This is an optimization exercise on Yosys and OpenROAD, whose aim is small area, a short achievable clock period and few clock cycles, not a production implementation. Function was not checked in any run shown here: the RTL went through the layout flow alone. Power and IR drop assume default switching activity.

==> design/flow/design.v <==
module crcarc (
    input  wire        clk,
    input  wire        rst,         
    input  wire        cmd_valid,
    output wire        cmd_ready,
    input  wire [11:0] cmd,
    output reg         rsp_valid,
    output wire [31:0] rsp
);
    localparam [3:0] OP_NOP       = 4'h0;
    localparam [3:0] OP_CRC_CLR   = 4'h1;
    localparam [3:0] OP_CRC_BYTE  = 4'h2;
    localparam [3:0] OP_DEC_START = 4'h3;
    localparam [3:0] OP_DEC_CHAR  = 4'h4;
    localparam [3:0] OP_HEX_START = 4'h5;
    localparam [3:0] OP_HEX_CHAR  = 4'h6;
    localparam [3:0] OP_HEX_CHECK = 4'h7;
    localparam [3:0] OP_RD        = 4'h8;
    localparam [2:0] D_IDLE  = 3'd0;
    localparam [2:0] D_RUN   = 3'd3;
    localparam [2:0] D_DONE  = 3'd4;
    localparam [2:0] D_DIGIT = 3'd1;
    localparam [2:0] D_POINT = 3'd2;
    localparam [2:0] D_CFG   = 3'd5;
    localparam [2:0] D_SEQ   = 3'd6;
    localparam [2:0] H_IDLE  = 3'd0;
    localparam [2:0] H_RUN   = 3'd1;
    localparam [2:0] H_DONE  = 3'd2;
    localparam [2:0] H_HEX   = 3'd3;
    localparam [2:0] H_LEN   = 3'd4;
    localparam [2:0] H_SEQ   = 3'd6;
    reg [15:0] crc;
    reg [14:0] acc_lo;
    reg [14:0] acc_hi;
    reg [3:0]  acc_c;       
    reg        acc_p;       
    reg [3:0]  digits;
    reg [3:0]  decimals;
    reg [3:0]  dpos;
    reg [2:0]  dcode;
    reg        at_pt;       
    reg        at_last;     
    reg [15:0] hexv;
    reg [2:0]  hcnt;        
    reg [2:0]  hcode;
    reg [15:0] calc;        
    reg        calc_v;
    reg        match;
    reg        ill;
    reg        o_clr, o_byte, o_dstart, o_dchar, o_hstart, o_hchar, o_hchk, o_rd, o_resv;
    reg [7:0]  arg;
    reg        a_digit;     
    reg        a_point;     
    reg        a_hex;       
    reg        a_cfg;       
    reg [1:0]  a_dlo;       
    reg [4:0]  rsel;
    assign cmd_ready = 1'b1;
    wire [3:0] c_op  = cmd[11:8];
    wire [7:0] c_arg = cmd[7:0];
    wire       c_is_digit = (c_arg[7:4] == 4'h3) && !(c_arg[3] && (c_arg[2] || c_arg[1]));
    wire       c_is_alpha = (c_arg[7:6] == 2'b01) && (c_arg[4:3] == 2'b00)
                            && (c_arg[2:0] != 3'd0) && (c_arg[2:0] != 3'd7);
    reg        c_cfg;
    always @(*) begin
        case (c_arg[7:4])
            4'd1:    c_cfg = (c_arg[3:0] <= 4'd8);
            4'd2:    c_cfg = (c_arg[3:0] <= 4'd7);
            4'd3:    c_cfg = (c_arg[3:0] <= 4'd6);
            4'd4:    c_cfg = (c_arg[3:0] <= 4'd5);
            4'd5:    c_cfg = (c_arg[3:0] <= 4'd4);
            4'd6:    c_cfg = (c_arg[3:0] <= 4'd3);
            4'd7:    c_cfg = (c_arg[3:0] <= 4'd2);
            4'd8:    c_cfg = (c_arg[3:0] <= 4'd1);
            4'd9:    c_cfg = (c_arg[3:0] == 4'd0);
            default: c_cfg = 1'b0;
        endcase
    end
    always @(posedge clk) begin
        arg     <= c_arg;
        a_digit <= c_is_digit;
        a_point <= (c_arg == 8'h2E);
        a_hex   <= c_is_digit || c_is_alpha;
        a_cfg   <= c_cfg;
        a_dlo   <= c_arg[3] ? 2'b11 : c_arg[2:1];
        if (rst || !cmd_valid) begin
            o_clr    <= 1'b0;
            o_byte   <= 1'b0;
            o_dstart <= 1'b0;
            o_dchar  <= 1'b0;
            o_hstart <= 1'b0;
            o_hchar  <= 1'b0;
            o_hchk   <= 1'b0;
            o_rd     <= 1'b0;
            o_resv   <= 1'b0;
        end else begin
            o_clr    <= (c_op == OP_CRC_CLR);
            o_byte   <= (c_op == OP_CRC_BYTE);
            o_dstart <= (c_op == OP_DEC_START);
            o_dchar  <= (c_op == OP_DEC_CHAR);
            o_hstart <= (c_op == OP_HEX_START);
            o_hchar  <= (c_op == OP_HEX_CHAR);
            o_hchk   <= (c_op == OP_HEX_CHECK);
            o_rd     <= (c_op == OP_RD);
            o_resv   <= c_op[3] && (c_op[2:0] != 3'd0);
        end
    end
    reg [15:0] crc_next_byte;
    integer    i;
    always @(*) begin
        crc_next_byte = crc ^ {8'h00, arg};
        for (i = 0; i < 8; i = i + 1) begin
            if (crc_next_byte[0])
                crc_next_byte = (crc_next_byte >> 1) ^ 16'hA001;
            else
                crc_next_byte = crc_next_byte >> 1;
        end
    end
    wire [17:0] lo5_x   = {1'b0, acc_lo, a_dlo};
    wire [17:0] lo5_y   = {3'b000, acc_lo};
    wire [9:0]  lo5_l   = {1'b0, lo5_x[8:0]} + {1'b0, lo5_y[8:0]} + {9'd0, arg[3]};
    wire [8:0]  lo5_h0  = lo5_x[17:9] + lo5_y[17:9];
    wire [8:0]  lo5_h1  = lo5_x[17:9] + lo5_y[17:9] + 9'd1;
    wire [17:0] lo5     = {lo5_l[9] ? lo5_h1 : lo5_h0, lo5_l[8:0]};
    wire [18:0] lo_next = {lo5, arg[0]};
    wire [13:0] hi5_x   = {acc_hi[11:0], (acc_c[3] ? 2'b11 : acc_c[2:1])};
    wire [13:0] hi5_y   = acc_hi[13:0];
    wire [7:0]  hi5_l   = {1'b0, hi5_x[6:0]} + {1'b0, hi5_y[6:0]} + {7'd0, acc_c[3]};
    wire [6:0]  hi5_h0  = hi5_x[13:7] + hi5_y[13:7];
    wire [6:0]  hi5_h1  = hi5_x[13:7] + hi5_y[13:7] + 7'd1;
    wire [13:0] hi5     = {hi5_l[7] ? hi5_h1 : hi5_h0, hi5_l[6:0]};
    wire [14:0] hi_next = {hi5, acc_c[0]};
    wire [29:0] acc     = {acc_hi, acc_lo};
    wire [4:0] dec_len  = (decimals == 4'd0) ? {1'b0, digits}
                                             : {1'b0, digits} + {1'b0, decimals} + 5'd1;
    wire [3:0] dpos_inc = dpos + 4'd1;
    wire [1:0] dstate = (dcode == D_IDLE) ? 2'd0 :
                        (dcode == D_RUN)  ? 2'd1 :
                        (dcode == D_DONE) ? 2'd2 : 2'd3;
    wire [3:0] derrc  = (dstate == 2'd3) ? {1'b0, dcode} : 4'd0;
    wire       d_run  = (dcode == D_RUN);
    wire       d_err  = (dstate == 2'd3);
    wire [3:0] hex_val = arg[6] ? {1'b1, (arg[2:0] == 3'd1 || arg[2:0] == 3'd2) ? 1'b0 : 1'b1,
                                   (arg[2:0] == 3'd3 || arg[2:0] == 3'd4) ? 1'b0 : 1'b1, ~arg[0]}
                                : arg[3:0];
    wire       h_err  = hcode[2] | (hcode[1] & hcode[0]);
    wire [1:0] hstate = h_err ? 2'd3 : hcode[1:0];
    wire [3:0] herrc  = h_err ? {1'b0, hcode} : 4'd0;
    wire       h_run  = (hcode == H_RUN);
    wire       h_full = hcnt[2];         
    wire [31:0] status = {decimals, digits, 1'b0, hcnt, dpos, herrc, derrc,
                          2'b00, ill, match, hstate, dstate};
    assign rsp = ({32{rsel[0]}} & {16'd0, crc})
                         | ({32{rsel[1]}} & {2'd0, acc})
                         | ({32{rsel[2]}} & {16'd0, hexv})
                         | ({32{rsel[3]}} & {16'd0, calc})
                         | ({32{rsel[4]}} & status);
    always @(posedge clk) begin
        if (o_hchk && h_run && h_full)
            calc <= crc;         
        rsel <= 5'd0;
        if (o_rd && arg[7:3] == 5'd0) begin
            rsel[0] <= (arg[2:0] == 3'd0);
            rsel[1] <= (arg[2:0] == 3'd1);
            rsel[2] <= (arg[2:0] == 3'd2);
            rsel[3] <= (arg[2:0] == 3'd3) && calc_v;
            rsel[4] <= (arg[2:0] == 3'd4);
        end
        if (rst) begin
            crc       <= 16'd0;
            acc_lo    <= 15'd0;
            acc_hi    <= 15'd0;
            acc_c     <= 4'd0;
            acc_p     <= 1'b0;
            digits    <= 4'd0;
            decimals  <= 4'd0;
            dpos      <= 4'd0;
            dcode     <= D_IDLE;
            at_pt     <= 1'b0;
            at_last   <= 1'b0;
            hexv      <= 16'd0;
            hcnt      <= 3'd0;
            hcode     <= H_IDLE;
            calc_v    <= 1'b0;
            match     <= 1'b0;
            ill       <= 1'b0;
            rsp_valid <= 1'b0;
        end else begin
            rsp_valid <= o_rd;
            acc_p     <= 1'b0;
            if (acc_p)
                acc_hi <= hi_next;
            if (o_clr)
                crc <= 16'd0;
            if (o_byte)
                crc <= crc_next_byte;
            if (o_dstart) begin
                digits   <= arg[7:4];
                decimals <= arg[3:0];
                acc_lo   <= 15'd0;
                acc_hi   <= 15'd0;
                acc_p    <= 1'b0;
                dpos     <= 4'd0;
                dcode    <= a_cfg ? D_RUN : D_CFG;
                at_pt    <= (arg[3:0] != 4'd0) && (arg[7:4] == 4'd0);
                at_last  <= (arg[3:0] == 4'd0) && (arg[7:4] == 4'd1);
            end
            if (o_dchar) begin
                if (d_run) begin
                    if (at_pt ? a_point : a_digit) begin
                        dpos    <= dpos_inc;
                        at_pt   <= (decimals != 4'd0) && (dpos_inc == digits);
                        at_last <= ({1'b0, dpos_inc} + 5'd1) == dec_len;
                    end
                    if (at_pt) begin
                        if (!a_point)
                            dcode <= D_POINT;
                    end else if (a_digit) begin
                        acc_lo <= lo_next[14:0];
                        acc_c  <= lo_next[18:15];
                        acc_p  <= 1'b1;
                        if (at_last)
                            dcode <= D_DONE;
                    end else
                        dcode <= D_DIGIT;
                end else if (!d_err)
                    dcode <= D_SEQ;
            end
            if (o_hstart) begin
                hexv   <= 16'd0;
                hcnt   <= 3'd0;
                calc_v <= 1'b0;
                match  <= 1'b0;
                hcode  <= H_RUN;
            end
            if (o_hchar) begin
                if (h_run) begin
                    if (!a_hex)
                        hcode <= H_HEX;
                    else if (h_full)
                        hcode <= H_LEN;
                    else begin
                        hexv <= {hexv[11:0], hex_val};
                        hcnt <= hcnt + 3'd1;
                    end
                end else if (!h_err)
                    hcode <= H_SEQ;
            end
            if (o_hchk) begin
                if (h_run) begin
                    if (h_full) begin
                        calc_v <= 1'b1;
                        match  <= (hexv == crc);
                        hcode  <= H_DONE;
                    end else
                        hcode <= H_LEN;
                end else if (!h_err)
                    hcode <= H_SEQ;
            end
            if (o_resv || (o_rd && arg > 8'h04))
                ill <= 1'b1;
        end
    end
endmodule
==> design/flow/run.sh <==
#!/bin/bash
# synth_recipe.tcl (not shown) runs the flow's synth.tcl, then flattens the netlist and writes it again
# the make line also repeats each setting of config.mk as NAME=value (left out here)
make -C /OpenROAD-flow-scripts/flow DESIGN_CONFIG=/design/flow/config.mk WORK_HOME=/design/flow/orfs CLKGATE_MAP_FILE= SYNTH_SCRIPT=/design/flow/synth_recipe.tcl finish
==> design/flow/config.mk <==
export PLATFORM = sky130hd
export DESIGN_NAME = crcarc
export DESIGN_NICKNAME = crcarc
export VERILOG_FILES = /design/flow/design.v
export SDC_FILE = /design/flow/constraint.sdc
export NUM_CORES = 4
export LEC_CHECK = 0
export ABC_AREA = 1
export CAP_MARGIN = 20
export CORE_MARGIN = 2
export CORE_UTILIZATION = 60
export CTS_BUF_LIST = sky130_fd_sc_hd__clkbuf_8
export CTS_CLUSTER_SIZE = 30
export SETUP_SLACK_MARGIN = 2.7
export SLEW_MARGIN = 20
==> design/flow/constraint.sdc <==
create_clock -name core_clock -period 5.0 [get_ports {clk}]
set_input_delay 1.0000 -clock core_clock [delete_from_list [all_inputs] [get_ports {clk}]]
set_output_delay 1.0000 -clock core_clock [all_outputs]
set_load 0.01 [all_outputs]
==> summary.txt, run 1 <==
Logic synthesis
  – Syn nets: 1169
  – Ys Warns: 1
  – Synth cell types: 61
  – Main synth FF type: dfxtp_1
  – Mapped Cells: 1111
  – Dominant cell type by area after synthesis: dfxtp_1
  – Sequential fraction of the synthesis area: approximately 36%
  – Top cell type's share of synthesized area: 30.0%
  – Largest cells by area after synthesis: dfxtp_1 30%, nand2_1 9.3%, a21oi_1 8.2%
  – Post-Syn Area: 8150 um2
  – Synth Register Bits: 138
  – Ys async rst share: 0%
  – Number of synthesized flops with an enable pin: 16
  – Average size of a mapped cell: 7.34 um2

Placement
  – Placement Setup Slack: 1590 ps
  – RePlAce Congestion: 0.960
  – Port Buffers: 47
  – Post-DP HPWL: between 15 and 20 mm

STA
  – Post-layout min period: approximately 2600 ps
  – Fmax: 0.380 GHz
  – Final setup margin: about 2400 ps
  – Worst-Margin Slew: between 1000 and 1500 ps
  – Max-slew headroom: 30.9%
  – Max Clock Skew: 9.45 ps
  – Worst Hold Slack: 472 ps
  – Setup TNS: 0 ps
  – Final period util: 52.6%
  – Setup violators final: 0
  – Hold Fails Final Rpt: 0
  – Max-slew violation count: 0
  – RSZ-0062 raised after global routing: yes

Power and ir drop
  – Overall Power: 2190 uW
  – Sw Ratio: a little over a quarter
  – Clock Power Share: a little over two fifths
  – Pwr Density: 222 nW/um2
  – Combinational Power Share: 5.3%
  – Sw power: 574 uW
  – Static Leakage: 0.00435 uW
  – Worst-case vdd ir drop: ~0.34 mV
  – Reg power frac: around 52%
  – Int Power: 1610 uW

Drt
  – WL final: 23.9 mm
  – Via/cell ratio: 5.75
  – Number of routed nets with antenna violations: 0
  – DRC viols: 0
  – Via Count: 7941
  – DRT Pass-1 Iters: 7
  – Post-detailed-route wirelength per cell: 17.3 um
  – Initial DRC count: between 600 and 700

Final layout
  – Share of cells above drive strength 1: a little over a fifth
  – Synth-to-Final Area Change: 20.9%
  – Number of diodes: 0
  – Nets@finish: 1250

Clock network
  – Clk sinks: ~140
  – TritonCTS Buffers: 17
  – Max clock buf depth: 2
  – CTS tree: done
  – Hold buffer count at cts: 0
  – Clock Latency Late Sink: 460 ps
  – Clock root buffer: clkbuf_8
  – # H-tree levels: 4
  – Worst-path clk slew: about 90 ps

GRT
  – Total congestion overflow: 0
  – Global Route Usage Sum: about a third
  – First-pass GRT wire length: 37.1 mm
  – Vias in the first global route: between 7000 and 8000
  – Largest net degree at the start of global routing: 39
  – Initial antenna violation count: 0

Status
  – Status: timing/DRC/antenna clean

Hold path
  – Hold Path Class: flip-flop to flip-flop
  – Hold Path Sink: calc_v
  – Hold path cells: 2
  – Hold_sp: calc_v

Setup path
  – CP arrival: roughly 1600 ps
  – Reg2Reg Setup Slack: approximately 2800 ps
  – Setup CP Type: flip-flop to primary output
  – Crit Path Max Fanout: 4
  – Worst Setup End Kind: primary output
  – R2R Path End: acc_hi[7]
  – Required time worst endpoint: about 4000 ps
  – Reg-to-Reg Start: acc_c[3]
  – CP startpoint kind: flip-flop
  – R2r worst-path depth: 11

Floorplanning
  – Area of the core: between 10000 and 15000 um2
  – # IOs: 49
  – Initial Util: 61.6%
  – DIE WIDTH: about 120 um
  – Die ar.: ~15000 um2
  – Die height: 121 um
  – # rows: 42

Flow run
  – Max_cap viols: 0
## placed cells by master, fill, tap and decap left out, types with 11 or more instances in the layout
master	instances
xnor2_1	15
inv_1	138
dfxtp_2	15
xor2_1	28
buf_6	22
a211oi_1	13
clkbuf_8	17
clkdlybuf4s50_1	13
o21ai_0	62
nor3_1	13
a21oi_1	127
ha_1	35
nand3_1	41
nand2_1	188
buf_2	27
inv_2	24
dfxtp_1	100
nand2_2	24
edfxtp_1	16
nor2_1	69
buf_4	22
nand4_1	11
## worst max-delay path: stages (launching register included)
cell and delay, ps:
dfxtp_4 380, buf_12 140, buf_8 120, clkinv_8 60, o22ai_1 60, a221o_1 260
buf_4 160
## per-layer routing
layer,vias up,global-route usage [%],part of all wire (%)
met5,-,0,0
li1,3884,-,-
met1,3677,43.4,43
met4,0,14.6,4.5
met2,304,53.7,46
met3,76,6.13,6.4
## cell type report
cell class / count / area (um2)
clock inverters: 15 / 161
repair inverters: 3 / 40.0
repair buffers: 92 / 807
well taps: 176 / 220
flip-flops and latches: 138 / 2970
fillers: 1081 / 3390
clock buffers: 17 / 234
inverters: 170 / 669
multi-input cells: 770 / 4750
## worst max-delay path by stage
stage / from / to / cells past startpoint
floorplan: arg[3] / acc_lo[9] / 9
global placement: rsel[1] / rsp[13] / 5
detailed placement: rsel[1] / rsp[13] / 5
CTS: rsel[0] / rsp[0] / 6
global route: rsel[0] / rsp[0] / 6
finish: rsel[1] / rsp[7] / 6
## logic make-up (layout without fill, tap and decap cells)
group                      Yosys count  in the layout  share of synthesized area [%]
DFF                                138            138                           35.9
and+or+nand+nor                    395            395                           21.9
AOI/OAI and AO/OA                  284            284                           20.0
xor gates and xnor gates            47             47                           5.23
other                                1              1                         0.0460
adders and majority gates           43             43                           7.15
buffers and inverters              203            297                           9.87
## cells in the mapped netlist, types with 3 or more instances
library cell and instances:
nor2_2 7, o221ai_1 6, nand2_1 203, nor4_1 9, a221o_1 3, nand3_2 3, o211ai_1 10, inv_2 18
nor2_8 3, o22ai_1 15, a311oi_1 3, a21oi_1 133, edfxtp_1 16, o21ai_0 75, a211oi_1 13, buf_4 3
nand4_1 11, clkbuf_1 25, nand3b_1 4, o21ai_1 3, nand3_1 43, or2_2 6, inv_1 148, dfxtp_1 122
xor2_1 29, ha_1 37, nand2_2 15, fa_1 6, a2111oi_0 3, nor2_1 71, xnor2_1 16, nor3_1 13
## state kept, by name (all words and copies together), names as in the netlist, 5 cells and up
register and cells:
rsel 5, acc_hi 15, arg 8, hexv 16, acc_lo 15, crc 16
calc 16
## through the flow
stage / instance area, um2 / cells / utilization, %
detailed placement: 8700 / 1304 / 65.7
CTS: 9480 / 1369 / 71.6
finish: 9850 / 1381 / 74.4
floorplan: 8150 / 1111 / -
global route: 9850 / 1381 / 74.4
global placement: 8700 / 1304 / 65.7
## timing repair
action                                  in CTS  in global routing
endpoints found under the setup margin      39                 43
pin swaps                                    7                 13
gates cloned                                 3                  0
resized for setup                          226                 65
buffers inserted                            30                 12
endpoints found under the hold margin        0                  0
## power by group through the flow
| stage | sequential, uW | combinational (uW) | clock (uW) |
|---|---|---|---|
| 6_report | 1140 | 117 | 932 |
| 5_1_grt | 1140 | 130 | 978 |
| 4_1_cts | 1140 | 113 | 940 |
| 3_5_place_dp | 1170 | 111 | 0 |
| 3_3_place_gp | 1170 | 110 | 0 |
| 2_1_floorplan | 1160 | 79.3 | 0 |
==> run 2: changes to the inputs <==
--- a/design/flow/design.v
+++ b/design/flow/design.v
@@ -6,5 +6,5 @@
     input  wire [11:0] cmd,
     output reg         rsp_valid,
-    output wire [31:0] rsp
+    output reg  [31:0] rsp
 );
     localparam [3:0] OP_NOP       = 4'h0;
@@ -55,4 +55,5 @@
     reg        a_cfg;       
     reg [1:0]  a_dlo;       
+    reg        rsp_due;
     reg [4:0]  rsel;
     assign cmd_ready = 1'b1;
@@ -151,5 +152,5 @@
     wire [31:0] status = {decimals, digits, 1'b0, hcnt, dpos, herrc, derrc,
                           2'b00, ill, match, hstate, dstate};
-    assign rsp = ({32{rsel[0]}} & {16'd0, crc})
+    wire [31:0] rsp_word = ({32{rsel[0]}} & {16'd0, crc})
                          | ({32{rsel[1]}} & {2'd0, acc})
                          | ({32{rsel[2]}} & {16'd0, hexv})
@@ -157,4 +158,5 @@
                          | ({32{rsel[4]}} & status);
     always @(posedge clk) begin
+        rsp  <= rsp_word;        
         if (o_hchk && h_run && h_full)
             calc <= crc;         
@@ -186,6 +188,8 @@
             ill       <= 1'b0;
             rsp_valid <= 1'b0;
+            rsp_due   <= 1'b0;
         end else begin
-            rsp_valid <= o_rd;
+            rsp_due   <= o_rd;
+            rsp_valid <= rsp_due;
             acc_p     <= 1'b0;
             if (acc_p)
--- a/design/flow/config.mk
+++ b/design/flow/config.mk
@@ -6,5 +6,4 @@
 export NUM_CORES = 4
 export LEC_CHECK = 0
-export ABC_AREA = 1
 export CAP_MARGIN = 20
 export CORE_MARGIN = 2
==> summary.txt, run 2 <==
Clock network
  – Max clock buf depth: 2 (unchanged)
  – Clock root buffer: clkbuf_8
  – Hold buffer count at cts: 0 (unchanged)
  – CTS tree: done
  – Worst-path clk slew: 90 ps (about the same)
  – TritonCTS Buffers: 17 (unchanged)
  – Clock Latency Late Sink: 470 ps (about the same)
  – Clk sinks: 171 (+24%)
  – # H-tree levels: 4 (unchanged)

Drt
  – Number of routed nets with antenna violations: 0 (unchanged)
  – DR WL met3: 1.30 mm (-16%)
  – Post-detailed-route wirelength per cell: 19.0 um (+9.3%)
  – DRT Pass-1 Iters: 8 (+1)
  – DR WL met2: 10.4 mm (-6.4%)
  – DRC viols: 0 (unchanged)
  – Uppermost layer routed: met4
  – Via/cell ratio: 6.14 (+6.8%)
  – WL final: 21.9 mm (-8.4%)
  – Initial DRC count: 574 (-17%)
  – Via Count: 7106 (-11%)
  – Met1 WL: 9.67 mm (-5.3%)

Logic synthesis
  – Ys Warns: 1 (unchanged)
  – Synth Register Bits: 171 (+24%)
  – Post-Syn Area: 8550 um2 (+4.9%)
  – Number of synthesized flops with an enable pin: 16 (unchanged)
  – Top cell type's share of synthesized area: 36.3% (+6.3 points)
  – Largest cells by area after synthesis: dfxtp_1 36%, edfxtp_1 5.6%, ha_1 5.4%
  – Top-count cell post-synth: dfxtp_1
  – Synth top cells by count: 155 x dfxtp_1, 100 x nor2_1, 78 x a21oi_1, 52 x xnor2_1, 39 x nand2_1
  – Main synth FF type: dfxtp_1
  – Sequential fraction of the synthesis area: 41.9% (+6.1 points)
  – Mapped Cells: 926 (-17%)
  – Dominant cell type by area after synthesis: dfxtp_1
  – Synth cell types: 72 (+18%)
  – Average size of a mapped cell: 9.23 um2 (+26%)
  – Ys async rst share: 0% (unchanged)
  – Syn nets: 984 (-16%)

Setup path
  – Crit Path Max Fanout: 4 (unchanged)
  – Crit-path slowest cell: fa_2
  – CP arrival: 2610 ps (+980 ps)
  – Reg2Reg Setup Slack: 2700 ps (-120 ps)
  – Required time worst endpoint: 5310 ps (+1310 ps)
  – CP startpoint kind: flip-flop
  – R2r worst-path depth: 9 (-2)
  – Crit-path cells: ha_2 -> fa_2 -> nand3_1 -> a21boi_1 -> o311ai_2 -> o21ai_2 -> nor3b_2 -> xnor2_1 -> a21oi_1
  – R2R Path End: acc_c[2]
  – Reg-to-Reg Start: acc_lo[7]
  – CP max stage delay: 430 ps (+50 ps)
  – Worst setup path startpoint: acc_lo[7]
  – Worst Setup End Kind: flip-flop
  – Setup CP Type: flip-flop to flip-flop

STA
  – Hold Fails Final Rpt: 0 (unchanged)
  – Setup TNS: 0 ps (unchanged)
  – Worst-Margin Slew: 926 ps (-106 ps)
  – Final period util: 45.9% (-6.7 points)
  – Setup violators final: 0 (unchanged)
  – Max-slew headroom: 38.2% (+7.3 points)
  – Max-slew violation count: 0 (unchanged)
  – Worst Hold Slack: 461 ps (-10.2 ps)
  – Post-layout min period: 2300 ps (-334 ps)
  – Fmax: 0.435 GHz (+15%)
  – RSZ-0062 raised after global routing: yes
  – Max Clock Skew: 15.4 ps (+5.99 ps)

Power and ir drop
  – Pwr Density: 259 nW/um2 (+17%)
  – Overall Power: 2550 uW (+17%)
  – Static Leakage: 0.00397 uW (-8.6%)
  – Worst-case vdd ir drop: 0.255 mV (-25%)

Floorplanning
  – Initial Util: 61.6% (about the same)
  – Area of the core: 13900 um2 (+4.8%)
  – Die height: 123 um (+2.3%)
  – DIE WIDTH: 123 um (+2.3%)
  – Die ar.: 15200 um2 (+4.7%)
  – # rows: 43 (+2.4%)
  – # IOs: 49 (unchanged)

GRT
  – Initial antenna violation count: 0 (unchanged)
  – Vias in the first global route: 6689 (-7.6%)
  – Largest net degree at the start of global routing: 47 (+21%)
  – Global Route Usage Sum: 29.0% (-4.3 points)
  – Total congestion overflow: 0 (unchanged)
  – First-pass GRT wire length: 34.0 mm (-8.5%)

Flow run
  – Max_cap viols: 0 (unchanged)

Final layout
  – Cell area after layout: 9840 um2 (-0.15%)
  – Share of cells above drive strength 1: 13.9% (-8.0 points)
  – Commonest non-fill, non-tap cells in the layout: 141 x dfxtp_1, 92 x nor2_1, 74 x a21oi_1, 49 x xnor2_1, 38 x nand2_1
  – Number of diodes: 0 (unchanged)
  – Nets@finish: 1023 (-18%)
  – Filler Cell Count: 1023 (-5.4%)
  – Max reg flops: 32
  – Synth-to-Final Area Change: 15.1%
  – Commonest non-fill, non-tap cell in the layout: dfxtp_1
  – Biggest register: rsp

Status
  – Status: timing/DRC/antenna clean

Hold path
  – Hold Path Class: flip-flop to flip-flop
  – Hold_sp: calc_v
  – Hold Path Sink: rsel[3]
  – Hold path cells: 2 (unchanged)

Placement
  – RePlAce Congestion: 0.885 (-7.9%)
  – Port Buffers: 47 (unchanged)
  – Post-DP HPWL: 14.9 mm (-12%)
  – Placement Cell Area: 9060 um2 (+4.1%)
==> run 2: changes by cell type after synthesis, sizes merged, moves of 21 or more <==
cell,change
nor3b,+25
xnor2,+40
dfxtp,+33
a22oi,+21
a21oi,-56
o21ai,-32
nand2,-179
nand3,-30
inv,-132
==> run 2: worst max-delay path, delay by kind of cell, from the launching register on <==
kind / cells / cell delay, ps
XOR/XNOR: 1 / 130
adder cells (fa/ha/maj): 2 / 650
flip-flops: 1 / 350
AO/OA/AOI/OAI: 4 / 690
AND/OR/NAND/NOR: 2 / 330
==> run 2: worst max-delay path by stage <==
stage	endpoint	slack, ps	depth (start not counted)
3_3_place_gp	acc_hi[14]	2450	5
6_report	acc_c[2]	2700	9
4_1_cts	acc_c[2]	2700	8
2_1_floorplan	acc_lo[9]	2760	10
5_1_grt	acc_c[1]	2560	8
3_5_place_dp	acc_hi[14]	2310	5
==> run 2: report_power, final <==
part / switching [uW] / internal, uW / leakage, uW / total, uW
logic: 60.2 / 50.8 / 0.00235 / 111
registers: 18.2 / 1390 / 0.00141 / 1400
clock network: 497 / 537 / 0.000217 / 1030
total: 576 / 1970 / 0.00397 / 2550
==> run 2: layer usage <==
metal / GRT usage, % / vias to the layer above
met5: 0 / -
met4: 10.8 / 0
met3: 6.18 / 43
met2: 45.9 / 237
met1: 38.9 / 3442
li1: - / 3384
==> run 2: kinds of logic (layout without fill, tap and decap cells) <==
family,count (synthesis),after routing,synth area share (%)
AND/OR/NAND/NOR,289,289,17.5
AO/OA/AOI/OAI,238,238,17.9
flip-flops,171,171,41.9
XOR/XNOR,86,86,9.78
buffers and inverters,82,133,4.17
adder cells (fa/ha/maj),43,43,6.82
multiplexers,16,16,1.87
other,1,1,0.0439
==> run 2: timing repair <==
item / CTS / global route
buffers inserted: 3 / 12
gates resized for setup: 52 / 51
setup endpoints to repair: 51 / 18
endpoints found under the hold margin: 0 / 0
pin swaps: 4 / 13
==> run 2: stage by stage <==
| stage | util [%] | worst slack, ps | std cells |
|---|---|---|---|
| global route | 70.9 | 2560 | 1157 |
| CTS | 68.7 | 2700 | 1145 |
| finish | 70.9 | 2700 | 1157 |
| floorplan | - | 2760 | 926 |
| detailed placement | 65.3 | 2310 | 1111 |
| global placement | 65.2 | 2450 | 1111 |
==> run 2: final cells by class <==
type,count,area [um2],area share (%)
clock buffers,17,234,2.38
clock inverters,14,185,1.88
inverters,36,138,1.40
multi-input cells,673,4870,49.5
flip-flops and latches,171,3610,36.7
well taps,180,225,2.29
repair buffers,66,574,5.84
==> run 3: changes to the inputs <==
--- a/design/flow/design.v
+++ b/design/flow/design.v
@@ -118,17 +118,8 @@
         end
     end
-    wire [17:0] lo5_x   = {1'b0, acc_lo, a_dlo};
-    wire [17:0] lo5_y   = {3'b000, acc_lo};
-    wire [9:0]  lo5_l   = {1'b0, lo5_x[8:0]} + {1'b0, lo5_y[8:0]} + {9'd0, arg[3]};
-    wire [8:0]  lo5_h0  = lo5_x[17:9] + lo5_y[17:9];
-    wire [8:0]  lo5_h1  = lo5_x[17:9] + lo5_y[17:9] + 9'd1;
-    wire [17:0] lo5     = {lo5_l[9] ? lo5_h1 : lo5_h0, lo5_l[8:0]};
+    wire [17:0] lo5     = {1'b0, acc_lo, a_dlo} + {3'b000, acc_lo} + {17'd0, arg[3]};
     wire [18:0] lo_next = {lo5, arg[0]};
-    wire [13:0] hi5_x   = {acc_hi[11:0], (acc_c[3] ? 2'b11 : acc_c[2:1])};
-    wire [13:0] hi5_y   = acc_hi[13:0];
-    wire [7:0]  hi5_l   = {1'b0, hi5_x[6:0]} + {1'b0, hi5_y[6:0]} + {7'd0, acc_c[3]};
-    wire [6:0]  hi5_h0  = hi5_x[13:7] + hi5_y[13:7];
-    wire [6:0]  hi5_h1  = hi5_x[13:7] + hi5_y[13:7] + 7'd1;
-    wire [13:0] hi5     = {hi5_l[7] ? hi5_h1 : hi5_h0, hi5_l[6:0]};
+    wire [13:0] hi5     = {acc_hi[11:0], (acc_c[3] ? 2'b11 : acc_c[2:1])} + acc_hi[13:0]
+                        + {13'd0, acc_c[3]};
     wire [14:0] hi_next = {hi5, acc_c[0]};
     wire [29:0] acc     = {acc_hi, acc_lo};
@@ -159,6 +150,4 @@
     always @(posedge clk) begin
         rsp  <= rsp_word;        
-        if (o_hchk && h_run && h_full)
-            calc <= crc;         
         rsel <= 5'd0;
         if (o_rd && arg[7:3] == 5'd0) begin
@@ -254,4 +243,5 @@
                 if (h_run) begin
                     if (h_full) begin
+                        calc   <= crc;
                         calc_v <= 1'b1;
                         match  <= (hexv == crc);
==> summary.txt, run 3 <==
Status
  – Status: timing/DRC/antenna clean

Setup path
  – Worst setup path startpoint: a_dlo[0]
  – R2r worst-path depth: 8 (-1)
  – Crit path buf inv count: 0 (unchanged)
  – Critical path depth in cells: 8 (-1)
  – Reg2Reg Setup Slack: 2500 ps (-210 ps)
  – Setup CP Type: flip-flop to flip-flop
  – Reg-to-Reg Start: a_dlo[0]
  – CP max stage delay: 420 ps (about the same)
  – CP delay by family, top: compound AO/OA/AOI/OAI gates
  – Crit-path cells: fa_2 -> a21o_1 -> a21o_1 -> a221o_1 -> a2111oi_4 -> nor3_2 -> xor2_1 -> a32o_1
  – Crit-path slowest cell: a221o_1
  – R2R Path End: acc_lo[12]
  – Worst Setup End Kind: flip-flop
  – Crit Path Max Fanout: 3 (-1)
  – CP arrival: 2850 ps (+240 ps)
  – Critical path destination: acc_lo[12]
  – CP startpoint kind: flip-flop
  – Crit-path most repeated cell: a21o_1
  – Required time worst endpoint: 5350 ps (+40 ps)

Drt
  – Initial DRC count: 675 (+18%)
  – DRC viols: 0 (unchanged)
  – Via/cell ratio: 6.26 (+1.9%)
  – Number of routed nets with antenna violations: 0 (unchanged)
  – WL final: 21.6 mm (-1.5%)
  – Via Count: 6920 (-2.6%)
  – DRT Pass-1 Iters: 8 (unchanged)
  – Post-detailed-route wirelength per cell: 19.5 um (+3.1%)

Final layout
  – Finished Core Util: 70.9% (about the same)
  – Share of cells above drive strength 1: 11.6% (-2.3 points)
  – Filler Cell Count: 1045 (+2.2%)
  – Number of diodes: 0 (unchanged)
  – Cell area after layout: 9390 um2 (-4.6%)
  – Commonest non-fill, non-tap cells in the layout: 143 x dfxtp_1, 79 x nor2_1, 57 x a21oi_1, 53 x nand2_1
  – Synth-to-Final Area Change: 15.3%
  – Max reg flops: 32 (unchanged)
  – Area of the multi-input gates: 4450 um2 (-8.6%)
  – Biggest register: rsp
  – Nets@finish: 971 (-5.1%)
  – Reg area: 3600 um2 (-0.28%)
  – Commonest non-fill, non-tap cell in the layout: dfxtp_1

Logic synthesis
  – Top cell type's share of synthesized area: 38.1% (+1.8 points)
  – Ys async rst share: 0% (unchanged)
  – Ys Warns: 1 (unchanged)
  – Synth cell types: 69 (-4.2%)
  – Number of synthesized flops with an enable pin: 16 (unchanged)
  – Post-Syn Area: 8150 um2 (-4.7%)
  – Mapped Cells: 873 (-5.7%)
  – Main synth FF type: dfxtp_1
  – Top-count cell post-synth: dfxtp_1
  – Sequential fraction of the synthesis area: 44.0% (+2.1 points)
  – Synth Register Bits: 171 (unchanged)
  – Synth top cells by count: 155 x dfxtp_1, 82 x nor2_1, 62 x a21oi_1, 55 x nand2_1, 41 x o21ai_0
  – Average size of a mapped cell: 9.33 um2 (+1.1%)
  – Largest cells by area after synthesis: dfxtp_1 38%, edfxtp_1 5.9%, ha_1 5.2%
  – Syn nets: 927 (-5.8%)
  – Dominant cell type by area after synthesis: dfxtp_1

Floorplanning
  – # rows: 42 (-2.3%)
  – Die height: 121 um (-2.3%)
  – # IOs: 49 (unchanged)
  – DIE WIDTH: 121 um (-2.3%)
  – Initial Util: 61.5% (-0.066 points)
  – Area of the core: 13200 um2 (-4.6%)
  – Die ar.: 14500 um2 (-4.5%)

Hold path
  – Hold path cells: 2 (unchanged)
  – Hold Path Class: flip-flop to flip-flop
  – Hold_sp: o_resv

STA
  – Setup violators final: 0 (unchanged)
  – Final period util: 50.1% (+4.2 points)
  – Max-slew headroom: 34.3% (-3.9 points)
  – Post-layout min period: 2500 ps (+208 ps)
  – Hold Fails Final Rpt: 0 (unchanged)
  – RSZ-0062 raised after global routing: yes
  – Setup TNS: 0 ps (unchanged)
  – Fmax: 0.399 GHz (-8.3%)
  – Max Clock Skew: 11.0 ps (-4.47 ps)
  – Worst-Margin Slew: 985 ps (+58.3 ps)
  – Max-slew violation count: 0 (unchanged)

GRT
  – Global Route Usage Sum: 30.3% (+1.4 points)
  – Vias in the first global route: 6672 (-0.25%)
  – Initial antenna violation count: 0 (unchanged)
  – First-pass GRT wire length: 34.3 mm (+0.99%)
  – Total congestion overflow: 0 (unchanged)
  – Largest net degree at the start of global routing: 63 (+34%)

Clock network
  – # H-tree levels: 4 (unchanged)
  – Max clock buf depth: 2 (unchanged)
  – Clk sinks: 171 (unchanged)
  – CTS tree: done
  – Clock Latency Late Sink: 450 ps (-20 ps)
  – Hold buffer count at cts: 0 (unchanged)
  – TritonCTS Buffers: 17 (unchanged)
  – Clock root buffer: clkbuf_8
  – Worst-path clk slew: 80 ps (about the same)

Power and ir drop
  – Pwr Density: 262 nW/um2 (+1.2%)
  – Overall Power: 2460 uW (-3.4%)
  – Worst-case vdd ir drop: 0.257 mV (+0.67%)
  – Static Leakage: 0.00404 uW (+1.7%)

Flow run
  – Max_cap viols: 0 (unchanged)

Placement
  – Placement Cell Area: 8730 um2 (-3.6%)
  – RePlAce Congestion: 0.952 (+7.5%)
  – Port Buffers: 47 (unchanged)
  – Post-DP HPWL: 15.3 mm (+2.5%)
==> run 3: power breakdown <==
group | switching [uW] | internal, uW | total, uW
clock network | 475 | 473 | 948
registers | 18.3 | 1390 | 1410
logic | 58.3 | 49.4 | 108
==> run 3: layer usage <==
| metal | global-route usage, % | share of wire [%] |
|---|---|---|
| met1 | 41.6 | 44 |
| met3 | 6.32 | 7.6 |
| met2 | 47.1 | 45 |
| met5 | 0 | 0 |
| met4 | 11.8 | 2.8 |
==> run 3: layout make-up <==
class | count | share of cell area (%)
timing repair buffer | 66 | 6.60
tap | 176 | 2.35
clock inverter | 12 | 1.17
multi-input combinational | 631 | 47.4
sequential | 171 | 38.4
inverter | 30 | 1.20
clock buffer | 20 | 2.93
==> run 3: logic make-up after synthesis <==
family | after synthesis | share of synthesized area (%)
flops | 171 | 44.0
xor+xnor | 73 | 8.49
compound gates | 230 | 19.0
simple gates | 273 | 16.7
buf+inv | 71 | 3.41
fa+ha+maj | 39 | 6.45
other cells | 1 | 0.0460
mux | 15 | 1.87
==> run 3: tightest hold or removal path, delay by kind of cell (launching register included) <==
kind | cells | cell delay, ps
AO/OA/AOI/OAI | 1 | 40
flip-flops | 1 | 320
AND/OR/NAND/NOR | 1 | 70
==> run 3: worst min-delay path by stage <==
stage | slack (ps) | endpoint
after global routing | 480 | rsp_valid
after CTS | 460 | ill
after detailed placement | 450 | ill
after floorplan | 410 | rsp_valid
after global placement | 430 | ill
final | 460 | ill
==> run 3: timing repair <==
action,4_1_cts,5_1_grt
setup endpoints to repair,38,46
gates resized for setup,51,32
buffers inserted,8,7
pin swaps,30,30
==> run 3: per-stage QoR <==
step	hold slack, ps	instances	setup slack (ps)
3_5_place_dp	446	1059	2350
6_report	461	1106	2500
4_1_cts	458	1099	2510
5_1_grt	482	1106	2430
3_3_place_gp	433	1059	2390
2_1_floorplan	414	873	2680
==> run 4: changes to the inputs <==
--- a/design/flow/config.mk
+++ b/design/flow/config.mk
@@ -6,4 +6,5 @@
 export NUM_CORES = 4
 export LEC_CHECK = 0
+export ABC_AREA = 1
 export CAP_MARGIN = 20
 export CORE_MARGIN = 2
==> summary.txt, run 4 <==
Clock network
  – Max clock buf depth: 2 (unchanged)
  – CTS tree: done
  – Clock root buffer: clkbuf_8
  – Worst-path clk slew: 100 ps (+20 ps)
  – Clk sinks: 171 (unchanged)
  – # H-tree levels: 4 (unchanged)
  – TritonCTS Buffers: 17 (unchanged)
  – Hold buffer count at cts: 0 (unchanged)
  – Clock Latency Late Sink: 480 ps (+30 ps)

Logic synthesis
  – Top-count cell post-synth: nand2_1
  – Syn nets: 1179 (+27%)
  – Synth Register Bits: 171 (unchanged)
  – Sequential fraction of the synthesis area: 41.8% (-2.1 points)
  – Synth cell types: 59 (-14%)
  – Dominant cell type by area after synthesis: dfxtp_1
  – Main synth FF type: dfxtp_1
  – Post-Syn Area: 8560 um2 (+5.1%)
  – Ys Warns: 1 (unchanged)
  – Largest cells by area after synthesis: dfxtp_1 36%, nand2_1 9.2%, a21oi_1 6.9%
  – Average size of a mapped cell: 7.61 um2 (-18%)
  – Top cell type's share of synthesized area: 36.2% (-1.9 points)
  – Mapped Cells: 1125 (+29%)
  – Ys async rst share: 0% (unchanged)
  – Synth top cells by count: 211 x nand2_1, 155 x dfxtp_1, 147 x inv_1, 118 x a21oi_1, 93 x o21ai_0
  – Number of synthesized flops with an enable pin: 16 (unchanged)

Flow run
  – Max_cap viols: 0 (unchanged)

Setup path
  – Setup CP Type: flip-flop to flip-flop
  – CP arrival: 2560 ps (-290 ps)
  – Critical path depth in cells: 15 (+7)
  – Crit Path Max Fanout: 3 (unchanged)
  – CP max stage delay: 350 ps (-70 ps)
  – Worst setup path startpoint: acc_c[3]
  – R2r worst-path depth: 15 (+7)
  – Crit path buf inv count: 4 (+4)
  – CP startpoint kind: flip-flop
  – Worst Setup End Kind: flip-flop
  – Required time worst endpoint: 5380 ps (+30 ps)
  – Reg2Reg Setup Slack: 2820 ps (+320 ps)
  – Crit-path cells: or2_4 -> fa_2 -> inv_2 -> fa_2 -> inv_2 -> nand3_2 -> nand2_4 -> a21boi_4 -> o21ai_2 -> inv_1 -> nor2_2 -> o21ai_2 -> nand3_1 -> nand2_1 -> inv_1
  – Crit-path slowest cell: fa_2
  – Reg-to-Reg Start: acc_c[3]
  – CP delay by family, top: simple AND/OR/NAND/NOR gates

Placement
  – RePlAce Congestion: 0.992 (+4.2%)
  – Port Buffers: 47 (unchanged)
  – Post-DP HPWL: 18.1 mm (+18%)
  – Placement Setup Slack: 1760 ps (-587 ps)
  – Placed Cells incl. Taps: 1321 (+25%)

Final layout
  – Biggest register: rsp
  – Filler Cell Count: 1241 (+19%)
  – Commonest non-fill, non-tap cell in the layout: nand2_1
  – Area of the multi-input gates: 4320 um2 (-2.9%)
  – Reg area: 3590 um2 (-0.35%)
  – Max reg flops: 32 (unchanged)
  – Synth-to-Final Area Change: 13.4%
  – Number of diodes: 0 (unchanged)
  – Fin cells: 1367 (+24%)
  – Share of cells above drive strength 1: 10.9% (-0.75 points)
  – Commonest non-fill, non-tap cells in the layout: 210 x nand2_1, 151 x dfxtp_1, 145 x inv_1, 117 x a21oi_1, 91 x o21ai_0
  – Nets@finish: 1228 (+26%)

GRT
  – Total congestion overflow: 0 (unchanged)
  – First-pass GRT wire length: 37.9 mm (+10%)
  – Global Route Usage Sum: 33.3% (+2.9 points)
  – Initial antenna violation count: 0 (unchanged)
  – Largest net degree at the start of global routing: 27 (-57%)
  – Vias in the first global route: 7187 (+7.7%)

Floorplanning
  – # IOs: 49 (unchanged)
  – Die height: 123 um (+2.4%)
  – Area of the core: 13900 um2 (+5.2%)
  – Die ar.: 15200 um2 (+5.0%)
  – Initial Util: 61.5% (about the same)
  – DIE WIDTH: 123 um (+2.4%)
  – # rows: 43 (+2.4%)

Power and ir drop
  – Reg power frac: 54.7% (-2.4 points)
  – Overall Power: 2560 uW (+4.1%)
  – Static Leakage: 0.00419 uW (+3.7%)
  – Sw power: 631 uW (+14%)
  – Sw Ratio: 24.6% (+2.2 points)
  – Worst-case vdd ir drop: 0.240 mV (-6.5%)
  – Combinational Power Share: 4.5% (about the same)
  – Clock Power Share: 40.7% (+2.2 points)
  – Int Power: 1930 uW (+1.1%)
  – Pwr Density: 264 nW/um2 (+0.68%)

STA
  – Worst-Margin Slew: 1010 ps (+25.7 ps)
  – Max-slew headroom: 32.4% (-1.9 points)
  – Final period util: 43.6% (-6.5 points)
  – Final setup margin: 2820 ps (+325 ps)
  – Max Clock Skew: 17.8 ps (+6.88 ps)
  – Setup TNS: 0 ps (unchanged)
  – Hold Fails Final Rpt: 0 (unchanged)
  – Setup violators final: 0 (unchanged)
  – Fmax: 0.459 GHz (+15%)
  – Worst Hold Slack: 433 ps (-28.2 ps)
  – RSZ-0062 raised after global routing: yes
  – Max-slew violation count: 0 (unchanged)
  – Post-layout min period: 2180 ps (-325 ps)

Drt
  – Met1 WL: 10.6 mm (+11%)
  – WL final: 24.3 mm (+13%)
  – DRC viols: 0 (unchanged)
  – DRT Pass-1 Iters: 6 (-2)
  – Number of routed nets with antenna violations: 0 (unchanged)
  – Uppermost layer routed: met4
  – Via/cell ratio: 5.79 (-7.4%)
  – DR WL met3: 2.57 mm (+58%)
  – Post-detailed-route wirelength per cell: 17.8 um (-8.9%)
  – DR WL met2: 10.5 mm (+7.3%)
  – Initial DRC count: 826 (+22%)
  – Via Count: 7916 (+14%)

Hold path
  – Hold Path Class: flip-flop to flip-flop
  – Hold path cells: 2 (unchanged)
  – Hold_sp: rsp_due

Status
  – Status: timing/DRC/antenna clean
run 4: cell count changes after synthesis, moves of 20 or more:
cell     previous run  this run
nand2_1            55       211
inv_1              28       147
a21oi_1            62       118
o21ai_0            41        93
a22o_1             33         1
nand3_1            24        49
xnor2_1            34        10
a22oi_1            22         2
run 4: what timing repair did:
item	CTS	global route
gates resized for setup	58	13
pin swaps	10	10
buffers inserted	6	7
gates cloned	1	0
hold endpoints to repair	0	0
setup endpoints to repair	102	39
run 4: per-layer routing:
| metal | vias up | track usage, % |
|---|---|---|
| met2 | 392 | 49.6 |
| met5 | - | 0 |
| met3 | 49 | 10.1 |
| met4 | 0 | 10.7 |
| met1 | 3602 | 46.1 |
| li1 | 3873 | - |
run 4: path summary, 6_finish.rpt:
path	end
worst min register to register	rsp_valid
worst max-delay path	acc_hi[11]
worst max register to register	acc_hi[11]
worst min-delay path	rsp_valid
run 4: power groups by stage:
stage / logic (uW) / registers (uW) / clock network, uW
2_1_floorplan: 79.3 / 1430 / 0
3_3_place_gp: 108 / 1430 / 0
3_5_place_dp: 110 / 1430 / 0
4_1_cts: 113 / 1400 / 1050
5_1_grt: 129 / 1400 / 1100
6_report: 117 / 1400 / 1040
run 4: logic make-up (layout without fill, tap and decap cells):
group	count (synthesis)	after routing	share of synthesized area [%]
and+or+nand+nor	408	408	21.6
buffers and inverters	195	257	8.84
AOI/OAI and AO/OA	282	282	18.4
DFF	171	171	41.8
adders and majority gates	39	39	6.14
other	1	1	0.0438
xor gates and xnor gates	29	29	3.14
run 4: area by class of cell:
type	count	area share, %
repair buffers	61	5.45
multi-input cells	759	44.5
clock buffers	17	2.41
well taps	180	2.32
flip-flops and latches	171	37.0
clock inverters	15	1.93
inverters	163	6.34
repair inverters	1	0.0516
run 4: per-stage QoR:
step,util [%],cell area (um2)
4_1_cts,69.1,9630
3_5_place_dp,65.5,9120
2_1_floorplan,-,8570
5_1_grt,69.7,9710
3_3_place_gp,65.5,9120
6_report,69.7,9710
run 4: worst min-delay path, delay by kind of cell (launching register included):
kind | cells | cell delay (ps)
buffers and inverters | 1 | 50
flip-flops | 1 | 310
AND/OR/NAND/NOR | 1 | 40
==> run 5: changes to the inputs <==
--- a/design/flow/config.mk
+++ b/design/flow/config.mk
@@ -6,5 +6,4 @@
 export NUM_CORES = 4
 export LEC_CHECK = 0
-export ABC_AREA = 1
 export CAP_MARGIN = 20
 export CORE_MARGIN = 2
@@ -12,4 +11,4 @@
 export CTS_BUF_LIST = sky130_fd_sc_hd__clkbuf_8
 export CTS_CLUSTER_SIZE = 30
-export SETUP_SLACK_MARGIN = 2.7
+export SETUP_SLACK_MARGIN = 3.0
 export SLEW_MARGIN = 20
==> summary.txt, run 5 <==
Final layout
  – Filler Cell Count: 1065 (-14%)
  – Commonest non-fill, non-tap cells in the layout: 129 x dfxtp_1, 78 x nor2_1, 55 x nand2_1, 50 x a21oi_1, 34 x buf_2
  – Share of cells above drive strength 1: 20.4% (+9.6 points)
  – Area of the multi-input gates: 4610 um2 (+6.7%)
  – Number of diodes: 0 (unchanged)
  – Finished Core Util: 71.8% (+2.1 points)
  – Synth-to-Final Area Change: 16.7%
  – Max reg flops: 32 (unchanged)
  – Nets@finish: 981 (-20%)
  – Biggest register: rsp
  – Commonest non-fill, non-tap cell in the layout: dfxtp_1
  – Reg area: 3630 um2 (+1.2%)

Clock network
  – Max clock buf depth: 2 (unchanged)
  – Clock root buffer: clkbuf_8
  – TritonCTS Buffers: 17 (unchanged)
  – # H-tree levels: 4 (unchanged)
  – Hold buffer count at cts: 0 (unchanged)
  – Clk sinks: 171 (unchanged)
  – CTS tree: done
  – Clock Latency Late Sink: 460 ps (-20 ps)
  – Worst-path clk slew: 90 ps (about the same)

Logic synthesis
  – Mapped Cells: 873 (-22%)
  – Dominant cell type by area after synthesis: dfxtp_1
  – Number of synthesized flops with an enable pin: 16 (unchanged)
  – Synth Register Bits: 171 (unchanged)
  – Ys Warns: 1 (unchanged)
  – Main synth FF type: dfxtp_1
  – Ys async rst share: 0% (unchanged)
  – Post-Syn Area: 8150 um2 (-4.9%)
  – Average size of a mapped cell: 9.33 um2 (+23%)
  – Sequential fraction of the synthesis area: 44.0% (+2.1 points)
  – Syn nets: 927 (-21%)
  – Top-count cell post-synth: dfxtp_1
  – Top cell type's share of synthesized area: 38.1% (+1.9 points)
  – Largest cells by area after synthesis: dfxtp_1 38%, edfxtp_1 5.9%, ha_1 5.2%
  – Synth top cells by count: 155 x dfxtp_1, 82 x nor2_1, 62 x a21oi_1, 55 x nand2_1, 41 x o21ai_0
  – Synth cell types: 69 (+17%)

STA
  – RSZ-0062 raised after global routing: yes
  – Setup TNS: 0 ps (unchanged)
  – Hold Fails Final Rpt: 0 (unchanged)
  – Post-layout min period: 2480 ps (+303 ps)
  – Setup violators final: 0 (unchanged)
  – Fmax: 0.403 GHz (-12%)
  – Max-slew headroom: 34.8% (+2.4 points)
  – Max Clock Skew: 10.8 ps (-7.00 ps)
  – Worst-Margin Slew: 977 ps (-32.9 ps)
  – Final period util: 49.7% (+6.1 points)
  – Max-slew violation count: 0 (unchanged)

Power and ir drop
  – Int Power: 1860 uW (-3.4%)
  – Static Leakage: 0.00383 uW (-8.4%)
  – Reg power frac: 57.2% (+2.5 points)
  – Sw power: 589 uW (-6.6%)
  – Pwr Density: 258 nW/um2 (-2.2%)
  – Clock Power Share: 37.7% (-3.0 points)
  – Combinational Power Share: 5.1% (+0.6 points)
  – Sw Ratio: 24.0% (-0.61 points)
  – Worst-case vdd ir drop: 0.206 mV (-14%)

GRT
  – First-pass GRT wire length: 34.9 mm (-7.8%)
  – Total congestion overflow: 0 (unchanged)
  – Largest net degree at the start of global routing: 63 (+130%)
  – Vias in the first global route: 6616 (-7.9%)
  – Global Route Usage Sum: 31.3% (-2.0 points)
  – Initial antenna violation count: 2 (+2)

Placement
  – Post-DP HPWL: 15.7 mm (-13%)
  – RePlAce Congestion: 0.919 (-7.3%)
  – Port Buffers: 47 (unchanged)

Hold path
  – Hold Path Class: flip-flop to flip-flop

Setup path
  – CP max stage delay: 410 ps (+60 ps)
  – Worst Setup End Kind: flip-flop
  – CP arrival: 2830 ps (+270 ps)
  – Crit-path cells: fa_2 -> a21o_1 -> a21o_1 -> a221o_1 -> a2111oi_4 -> nor3_2 -> xor2_1 -> a32o_1
  – Setup CP Type: flip-flop to flip-flop
  – Crit-path most repeated cell: a21o_1
  – Crit-path slowest cell: fa_2
  – Crit Path Max Fanout: 3 (unchanged)
  – CP startpoint kind: flip-flop
  – Required time worst endpoint: 5350 ps (-30 ps)

Floorplanning
  – Area of the core: 13200 um2 (-5.0%)
  – # rows: 42 (-2.3%)
  – Die ar.: 14500 um2 (-4.7%)
  – Die height: 121 um (-2.4%)
  – Initial Util: 61.5% (about the same)
  – DIE WIDTH: 121 um (-2.4%)
  – # IOs: 49 (unchanged)

Drt
  – Initial DRC count: 654 (-21%)
  – Number of routed nets with antenna violations: 0 (unchanged)
  – DRC viols: 0 (unchanged)
  – Via/cell ratio: 6.30 (+8.8%)
  – Post-detailed-route wirelength per cell: 20.1 um (+13%)
  – DRT Pass-1 Iters: 5 (-1)
  – WL final: 22.5 mm (-7.6%)
  – Via Count: 7034 (-11%)

Status
  – Status: timing/DRC/antenna clean

Flow run
  – Max_cap viols: 0 (unchanged)
-- run 5: path summary, 6_finish.rpt --
kind         slack, ps  depth (start not counted)    endpoint      from
max               2520                          8  acc_lo[12]  a_dlo[0]
min                470                          2      rsp[6]   calc[6]
max reg2reg       2520                          8  acc_lo[12]  a_dlo[0]
min reg2reg        470                          2      rsp[6]   calc[6]
-- run 5: kinds of logic (layout without fill, tap and decap cells) --
kind of cell	Yosys count	after routing	synth area share [%]
AO/OA/AOI/OAI	230	230	19.0
multiplexers	15	15	1.87
AND/OR/NAND/NOR	273	273	16.7
buffers and inverters	71	138	3.41
adder cells (fa/ha/maj)	39	39	6.45
flip-flops	171	171	44.0
other	1	1	0.0460
XOR/XNOR	73	73	8.49
-- run 5: timing repair --
item | in CTS | in global routing
pin swaps | 40 | 41
setup buffers | 14 | 11
gates resized for setup | 176 | 54
setup endpoints to repair | 79 | 49
-- run 5: cell type report --
class                   count  area share [%]
clock buffers              19            2.75
repair buffers             76            5.72
flip-flops and latches    171            38.2
inverters                  30            1.26
multi-input cells         631            48.5
clock inverters            13            1.25
well taps                 176            2.32
-- run 5: metrics by stage --
step	instance area [um2]	cells	setup slack (ps)	total power, uW	hold slack, ps
6_report	9510	1116	2520	2450	469
5_1_grt	9510	1116	2420	2530	498
4_1_cts	9280	1105	2600	2450	465
3_5_place_dp	8770	1059	2380	1540	442
3_3_place_gp	8770	1059	2480	1540	433
2_1_floorplan	8260	873	2700	1510	414
-- run 5: power by group through the flow --
stage	combinational (uW)	clock, uW	sequential (uW)
2_1_floorplan	82.0	0	1430
3_3_place_gp	101	0	1440
3_5_place_dp	104	0	1440
4_1_cts	110	936	1400
5_1_grt	135	994	1410
6_report	125	925	1400
-- run 5: routing by layer --
metal	wire length (um)	up-vias	track usage, %
met2	10200	351	46.5
met1	9500	3350	44.0
li1	-	3277	-
met5	13	-	0
met3	1940	54	5.90
met4	801	2	15.0
-- run 5: worst max-delay path: cells and delay by family (launching register included) --
kind | cells | cell delay [ps]
compound gates | 5 | 1390
simple gates | 1 | 90
fa+ha+maj | 1 | 410
xor+xnor | 1 | 150
flops | 1 | 330
==> run 6: changes to the inputs <==
==> design/flow/flow/run.sh (new file) <==
#!/bin/bash
# The standard layout (standard.sh, with the standard flow's synthesis unchanged), with
# two changes to how it is made:
#  - the port buffers are sky130_fd_sc_hd__buf_1 cells (every input and
#    output port still gets its own buffer; the resizer sizes them later);
#  - clock tree synthesis inserts no dummy load cells.
# Each tool's full output stays in orfs/logs; make's own output goes to
# standard.log in this folder.
set -euo pipefail
export BUFFER_PORTS_ARGS="-buffer_cell sky130_fd_sc_hd__buf_1"
export CTS_ARGS="-sink_clustering_enable -repair_clock_nets -sink_clustering_size 30 -buf_list sky130_fd_sc_hd__clkbuf_8 -dont_use_dummy_load"
bash standard.sh > standard.log 2>&1
==> design/flow/standard.sh (new file) <==
#!/bin/bash
# synth_recipe.tcl (not shown) runs the flow's synth.tcl, then flattens the netlist and writes it again
# the make line also repeats each setting of config.mk as NAME=value (left out here)
make -C /OpenROAD-flow-scripts/flow DESIGN_CONFIG=/design/flow/config.mk WORK_HOME=/design/flow/orfs CLKGATE_MAP_FILE= SYNTH_SCRIPT=/design/flow/synth_recipe.tcl "${@:-finish}"
--- a/design/flow/config.mk
+++ b/design/flow/config.mk
@@ -6,4 +6,5 @@
 export NUM_CORES = 4
 export LEC_CHECK = 0
+export ABC_AREA = 1
 export CAP_MARGIN = 20
 export CORE_MARGIN = 2
@@ -11,4 +12,4 @@
 export CTS_BUF_LIST = sky130_fd_sc_hd__clkbuf_8
 export CTS_CLUSTER_SIZE = 30
-export SETUP_SLACK_MARGIN = 3.0
+export SETUP_SLACK_MARGIN = 2.9
 export SLEW_MARGIN = 20
removed: design/flow/run.sh
==> summary.txt, run 6 <==
Final layout
  – Filler Cell Count: 1242 (+17%)
  – Share of cells above drive strength 1: 11.7% (-8.8 points)
  – Reg area: 3600 um2 (-0.93%)
  – Finished Core Util: 67.5% (-4.3 points)
  – Max reg flops: 32 (unchanged)
  – Commonest non-fill, non-tap cell in the layout: nand2_1
  – Commonest non-fill, non-tap cells in the layout: 210 x nand2_1, 146 x dfxtp_1, 141 x inv_1, 113 x a21oi_1, 83 x o21ai_0
  – Synth-to-Final Area Change: 9.86%
  – Number of diodes: 0 (unchanged)
  – Nets@finish: 1230 (+25%)
  – Biggest register: rsp
  – Area of the multi-input gates: 4430 um2 (-4.0%)
  – Cell area after layout: 9410 um2 (-1.1%)
  – Fin cells: 1354 (+21%)

Logic synthesis
  – Synth top cells by count: 211 x nand2_1, 155 x dfxtp_1, 147 x inv_1, 118 x a21oi_1, 93 x o21ai_0
  – Dominant cell type by area after synthesis: dfxtp_1
  – Largest cells by area after synthesis: dfxtp_1 36%, nand2_1 9.2%, a21oi_1 6.9%
  – Top cell type's share of synthesized area: 36.2% (-1.9 points)
  – Top-count cell post-synth: nand2_1
  – Ys Warns: 1 (unchanged)
  – Sequential fraction of the synthesis area: 41.8% (-2.1 points)
  – Syn nets: 1179 (+27%)
  – Main synth FF type: dfxtp_1
  – Average size of a mapped cell: 7.61 um2 (-18%)
  – Number of synthesized flops with an enable pin: 16 (unchanged)
  – Ys async rst share: 0% (unchanged)
  – Mapped Cells: 1125 (+29%)
  – Synth Register Bits: 171 (unchanged)
  – Post-Syn Area: 8560 um2 (+5.1%)
  – Synth cell types: 59 (-14%)

Clock network
  – Max clock buf depth: 2 (unchanged)
  – # H-tree levels: 4 (unchanged)
  – CTS tree: done
  – Clock root buffer: clkbuf_8
  – Hold buffer count at cts: 0 (unchanged)
  – Clk sinks: 171 (unchanged)
  – Clock Latency Late Sink: 450 ps (about the same)
  – TritonCTS Buffers: 17 (unchanged)
  – Worst-path clk slew: 70 ps (-20 ps)

Power and ir drop
  – Combinational Power Share: 4.9% (-0.2 points)
  – Static Leakage: 0.00385 uW (+0.34%)
  – Sw power: 517 uW (-12%)
  – Worst-case vdd ir drop: 0.237 mV (+15%)
  – Sw Ratio: 23.1% (-0.92 points)
  – Reg power frac: 62.6% (+5.4 points)
  – Int Power: 1720 uW (-7.7%)
  – Pwr Density: 238 nW/um2 (-7.8%)
  – Clock Power Share: 32.5% (-5.2 points)

Floorplanning
  – Area of the core: 13900 um2 (+5.2%)
  – Die ar.: 15200 um2 (+5.0%)
  – Initial Util: 61.5% (about the same)
  – Die height: 123 um (+2.4%)
  – # rows: 43 (+2.4%)
  – DIE WIDTH: 123 um (+2.4%)
  – # IOs: 49 (unchanged)

STA
  – Fmax: 0.453 GHz (+12%)
  – Post-layout min period: 2210 ps (-275 ps)
  – Max-slew violation count: 0 (unchanged)
  – Max Clock Skew: 18.3 ps (+7.48 ps)
  – Final setup margin: 2790 ps (+275 ps)
  – Hold Fails Final Rpt: 0 (unchanged)
  – Setup TNS: 0 ps (unchanged)
  – Worst-Margin Slew: 963 ps (-14.4 ps)
  – Setup violators final: 0 (unchanged)
  – Final period util: 44.2% (-5.5 points)
  – RSZ-0062 raised after global routing: yes
  – Max-slew headroom: 35.6% (+0.81 points)

Drt
  – Via/cell ratio: 5.75 (-8.8%)
  – Initial DRC count: 816 (+25%)
  – DRT Pass-1 Iters: 5 (unchanged)
  – Number of routed nets with antenna violations: 0 (unchanged)
  – WL final: 23.3 mm (+3.7%)
  – DRC viols: 0 (unchanged)
  – Via Count: 7784 (+11%)
  – Post-detailed-route wirelength per cell: 17.2 um (-14%)

Placement
  – Placement Setup Slack: 2370 ps (-8.86 ps)
  – Placement Cell Area: 8870 um2 (+1.1%)
  – RePlAce Congestion: 0.978 (+6.4%)
  – Port Buffers: 47 (unchanged)
  – Placed Cells incl. Taps: 1322 (+25%)
  – Post-DP HPWL: 17.6 mm (+12%)

GRT
  – Global Route Usage Sum: 31.3% (+0.041 points)
  – Largest net degree at the start of global routing: 34 (-46%)
  – Total congestion overflow: 0 (unchanged)
  – Vias in the first global route: 6826 (+3.2%)
  – First-pass GRT wire length: 36.0 mm (+3.0%)
  – Initial antenna violation count: 0 (-2)

Hold path
  – Hold path cells: 2 (unchanged)
  – Hold_sp: rsp_due
  – Hold Path Sink: rsp_valid
  – Hold Path Class: flip-flop to flip-flop

Setup path
  – Crit-path cells: or2_4 -> fa_2 -> inv_2 -> fa_2 -> inv_2 -> nand3_2 -> nand2_4 -> a21boi_4 -> o21ai_2 -> buf_4 -> xor2_2 -> o21ai_1 -> inv_1
  – Reg-to-Reg Start: acc_c[3]
  – CP max stage delay: 370 ps (-40 ps)
  – Worst Setup End Kind: flip-flop
  – Setup CP Type: flip-flop to flip-flop
  – CP delay by family, top: adder cells
  – Required time worst endpoint: 5330 ps (-20 ps)
  – Crit path buf inv count: 4 (+4)
  – Crit Path Max Fanout: 3 (unchanged)
  – Crit-path slowest cell: fa_2
  – CP arrival: 2540 ps (-290 ps)
  – CP startpoint kind: flip-flop
  – R2r worst-path depth: 13 (+5)
  – Reg2Reg Setup Slack: 2790 ps (+280 ps)
  – R2R Path End: acc_hi[9]

Status
  – Status: timing/DRC/antenna clean

Flow run
  – Max_cap viols: 0 (unchanged)
-- run 6: metrics by stage --
stage | hold WS [ps] | power [uW]
after floorplan | 388 | 1510
after global placement | 400 | 1540
after detailed placement | 399 | 1540
after CTS | 411 | 2240
after global routing | 418 | 2310
final | 407 | 2240
-- run 6: cells by family after synthesis --
kind of cell,count (synthesis),synth area share [%]
other cells,1,0.0438
xor+xnor,29,3.14
simple gates,408,21.6
buf+inv,195,8.84
fa+ha+maj,39,6.14
flops,171,41.8
compound gates,282,18.4
-- run 6: layer usage --
| layer | part of all wire [%] | wire length (um) | vias up | global-route usage [%] |
|---|---|---|---|---|
| met1 | 46 | 10600 | 3569 | 43.9 |
| met5 | 0 | 0 | - | 0 |
| li1 | - | - | 3859 | - |
| met4 | 3.0 | 700 | 0 | 11.1 |
| met3 | 8.5 | 1980 | 34 | 9.55 |
| met2 | 43 | 10000 | 322 | 45.7 |
-- run 6: tightest hold or removal path: stages (launching register included) --
cell and delay (ps):
dfxtp_1 300, inv_1 40, nor2_1 30
-- run 6: power groups by stage --
stage / Sequential (uW) / Clock, uW / Combinational (uW)
finish: 1400 / 727 / 110
global route: 1400 / 786 / 122
CTS: 1400 / 732 / 104
detailed placement: 1430 / 0 / 103
global placement: 1430 / 0 / 102
floorplan: 1430 / 0 / 79.6
-- run 6: area by class of cell --
class,instances,share of cell area [%]
tap,180,2.39
multi-input combinational,759,47.0
timing repair buffer,64,3.25
clock buffer,17,2.49
sequential,171,38.3
inverter,163,6.57
-- run 6: worst max-delay path by stage --
stage / from / cells past startpoint / endpoint / slack (ps)
final: acc_c[3] / 13 / acc_hi[9] / 2790
after global routing: acc_c[3] / 15 / acc_hi[11] / 2680
after CTS: acc_c[1] / 15 / acc_hi[11] / 2760
after detailed placement: rst / 7 / hexv[1] / 2370
after global placement: rst / 7 / hexv[1] / 2440
after floorplan: acc_c[3] / 15 / acc_hi[11] / 2890
-- run 6: timing repair --
| action | CTS | global route |
|---|---|---|
| resized for setup | 16 | 43 |
| setup endpoints to repair | 27 | 44 |
| pin swaps | 13 | 21 |
| setup buffers | 7 | 8 |
| endpoints found under the hold margin | 0 | 0 |

separate check: timing with driven ports:
In the flow no input, the clock included, has a driving cell. The finished layouts below were timed again as built, in two steps.
Step 1 sets driving cells, clkbuf_16 on the clock port and buf_2 on the other inputs (assumed; they add their load-dependent delay and slew).
Step 2, shift: input delay + t, output delay - t, t = (earliest + latest rising clock arrival at the registers) / 2. This alone moves slack from input paths to output paths.
Slacks: ideal / step 1 / step 2; pairs: ideal / step 1.
| run | t, ns | setup WS [ns] | hold slack, ns | worst setup path at the end | worst slew at a driven data input, ns |
|---|---|---|---|---|---|
| run 1 | 0.497 | 2.370 / 2.330 / 2.390 | 0.472 / 0.472 / 0.472 | input to register | 0.03 |
| run 2 | 0.492 | 2.704 / 2.704 / 2.518 | 0.461 / 0.461 / 0.461 | input to register | 0.03 |
| run 3 | 0.485 | 2.495 / 2.495 / 2.495 | 0.461 / 0.461 / 0.461 | register to register | 0.03 |
| run 4 | 0.510 | 2.820 / 2.820 / 2.575 | 0.433 / 0.433 / 0.433 | input to register | 0.03 |
| run 5 | 0.491 | 2.517 / 2.517 / 2.517 | 0.469 / 0.469 / 0.469 | register to register | 0.04 |
| run 6 | 0.479 | 2.792 / 2.792 / 2.598 | 0.407 / 0.407 / 0.407 | input to register | 0.03 |
After both steps setup and hold are still met in every run listed. The setup slack of run 4, which loses most, moves by 0.000 ns with the drivers and by -0.245 ns with both steps.
